Source: an optimization exercise on an open RTL-to-GDS flow (aim: small area). Production flows keep margins and buffers that such runs may drop.
The RTL was checked by simulation tests, not by an equivalence proof against the original design.
Power figures rest on the tool's default switching activity, not on a simulated workload. No driver is modelled on the clock port, so clocking that relies on it looks cheaper here than on a real chip.

## before
==> flow/design.v <==
module bp_scanner (
    input  wire        clk,
    input  wire        rst,            
    input  wire        scan_init,      
    input  wire        scan_tick,      
    input  wire [15:0] cols,           
    input  wire        hnd_key_down,   
    input  wire        hnd_key_up,     
    output reg  [3:0]  row_sel,        
    output reg         ev_valid,       
    output wire [3:0]  ev_row,         
    output wire [15:0] ev_down,        
    output reg  [15:0] ev_up           
);
    localparam ROWS = 16;
    localparam COLS = 16;
    localparam W    = 3 * COLS;
    localparam [2:0] S_U0 = 3'd0;
    localparam [2:0] S_U1 = 3'd1;
    localparam [2:0] S_U2 = 3'd3;
    localparam [2:0] S_U3 = 3'd7;
    localparam [2:0] S_D0 = 3'd5;
    localparam [2:0] S_D1 = 3'd6;
    localparam [2:0] S_D2 = 3'd2;
    localparam [2:0] S_DS = 3'd4;
    wire do_init = rst | scan_init;
    wire do_tick = scan_tick & ~do_init;
    reg  [ROWS*W-1:0] ring;
    wire [W-1:0] row_next;
    wire [COLS-1:0] up_vec;
    reg first_pass;
    always @(posedge clk) begin
        if (scan_tick)
            ring <= {row_next, ring[ROWS*W-1:W]};
    end
    genvar g;
    generate
        for (g = 0; g < COLS; g = g + 1) begin : g_col
            wire [2:0] k = ring[g*3 +: 3];
            wire       s = cols[g];
            reg  [2:0] nk;
            reg        up;
            always @(*) begin
                up = 1'b0;
                if (first_pass) begin
                    nk = s ? S_D0 : S_U0;
                end else begin
                    case (k)
                        S_U0: begin nk = s ? S_U1 : S_U0; end
                        S_U1: begin nk = s ? S_U2 : S_U0; end
                        S_U2: begin nk = s ? S_U3 : S_U0; end
                        S_U3: begin nk = s ? (hnd_key_down ? S_DS : S_D0) : S_U0; end
                        S_D0: begin nk = s ? S_D0 : S_D1; end
                        S_D1: begin nk = s ? S_D0 : S_D2; end
                        S_D2: begin nk = s ? S_D0 : S_U0; up = ~s; end
                        S_DS: begin nk = s ? S_D0 : S_D1; end
                        default: nk = S_U0;
                    endcase
                end
            end
            assign row_next[g*3 +: 3] = nk;
            assign up_vec[g] = up;
            assign ev_down[g] = (ring[(ROWS-1)*W + g*3 +: 3] == S_DS);
        end
    endgenerate
    assign ev_row = row_sel - 4'd1;
    always @(posedge clk) begin
        ev_up <= up_vec & {COLS{hnd_key_up}};
        if (do_init) begin
            row_sel    <= 4'd0;
            ev_valid   <= 1'b0;
            first_pass <= 1'b1;
        end else if (do_tick) begin
            row_sel    <= row_sel + 4'd1;
            ev_valid   <= 1'b1;
            if (row_sel == ROWS - 1)
                first_pass <= 1'b0;
        end else begin
            ev_valid   <= 1'b0;
        end
    end
endmodule
export LEC_CHECK = 0
export ABC_AREA = 1
export CAP_MARGIN = 20
export CORE_MARGIN = 2
export CORE_UTILIZATION = 40
export CTS_CLUSTER_DIAMETER = 100
export CTS_CLUSTER_SIZE = 30
export PLACE_DENSITY = 0.6
export SLEW_MARGIN = 20
create_clock -name core_clock -period 8.0 [get_ports {clk}]
standard.sh (not shown) runs the stock make flow with config.mk's settings and CLKGATE_MAP_FILE= SYNTH_SCRIPT=/design/flow/synth_recipe.tcl, a recipe that flattens the netlist after the stock synthesis.
==> flow/flow/run.sh <==
#!/bin/bash
# Layout flow: the standard ORFS flow, with two changes passed to ORFS's
# own knobs:
#  - clock tree synthesis without dummy loads (they only balance the tree),
#    with larger sink clusters;
#  - port buffers of the smallest buffer cell.
# Each ORFS step writes its full log under orfs/logs/; the output of the
# whole run goes to flow.log here.
set -euo pipefail
cd "$(dirname "$0")/.."
export CTS_ARGS="-sink_clustering_enable -repair_clock_nets -dont_use_dummy_load -sink_clustering_size 32 -sink_clustering_max_diameter 150"
export BUFFER_PORTS_ARGS="-buffer_cell sky130_fd_sc_hd__buf_1"
bash standard.sh finish > flow.log 2>&1
The inputs of after differ from those of before as listed below.
--- a/flow/design.v
+++ b/flow/design.v
@@ -16,12 +16,12 @@
     localparam COLS = 16;
     localparam W    = 3 * COLS;
-    localparam [2:0] S_U0 = 3'd0;
-    localparam [2:0] S_U1 = 3'd1;
-    localparam [2:0] S_U2 = 3'd3;
-    localparam [2:0] S_U3 = 3'd7;
-    localparam [2:0] S_D0 = 3'd5;
-    localparam [2:0] S_D1 = 3'd6;
-    localparam [2:0] S_D2 = 3'd2;
-    localparam [2:0] S_DS = 3'd4;
+    localparam [2:0] S_U0 = 3'd6;
+    localparam [2:0] S_U1 = 3'd2;
+    localparam [2:0] S_U2 = 3'd0;
+    localparam [2:0] S_U3 = 3'd1;
+    localparam [2:0] S_D0 = 3'd3;
+    localparam [2:0] S_D1 = 3'd5;
+    localparam [2:0] S_D2 = 3'd4;
+    localparam [2:0] S_DS = 3'd7;
     wire do_init = rst | scan_init;
     wire do_tick = scan_tick & ~do_init;
- Total power of after is lower than that of before.
- after packs its core more loosely than before.
- | cell area after layout | after vs before | 0.88% lower |
- after gives less number of placed instances with taps included than before did.
- The highest metal layer with signal wires comes out met5 in one run and met4 in the other, namely in after and before respectively.
- Compared to before, after has cell count about 3% lower.
- Looking at before and after, the first-pass GRT wire length is a wash.
- Between before and after, worst endpoint required time is higher for after, before comes in under that.
- [after] wire length fell 850 um relative to before
- after vs. before: synthesized instance count fell by 1.0%; time the final worst path needs with I/O delays and setup fell by 0.031 ns.
- after vs before: buffer and inverter count on the worst path up in after

-- static timing again, ports no longer ideal --
Ports are ideal in the flow. The routed layouts listed here were re-timed in OpenROAD.
Step 1 sets driving cells, clkbuf_16 on the clock port and buf_2 on the other inputs (assumed; they add their load-dependent delay and slew).
Step 2 moves the port delays by t, midway between the first and last clock arrival at a register: inputs arrive t later, outputs are due t later. That takes back most of the time a late clock gives input paths.
Three values: no drivers, after step 1, after step 2; two values: the first two.
| run | t (ns) | setup slack, ns | cell pins on the clock port's net |
|---|---|---|---|
| before | 0.647 | 4.692 / 4.641 / 4.208 | 1 |
| after | 0.636 | 4.723 / 4.673 / 4.111 | 1 |
After both steps setup and hold are still met in every run listed. The setup slack of after, which loses most, moves by -0.050 ns with the drivers and by -0.612 ns with both steps.
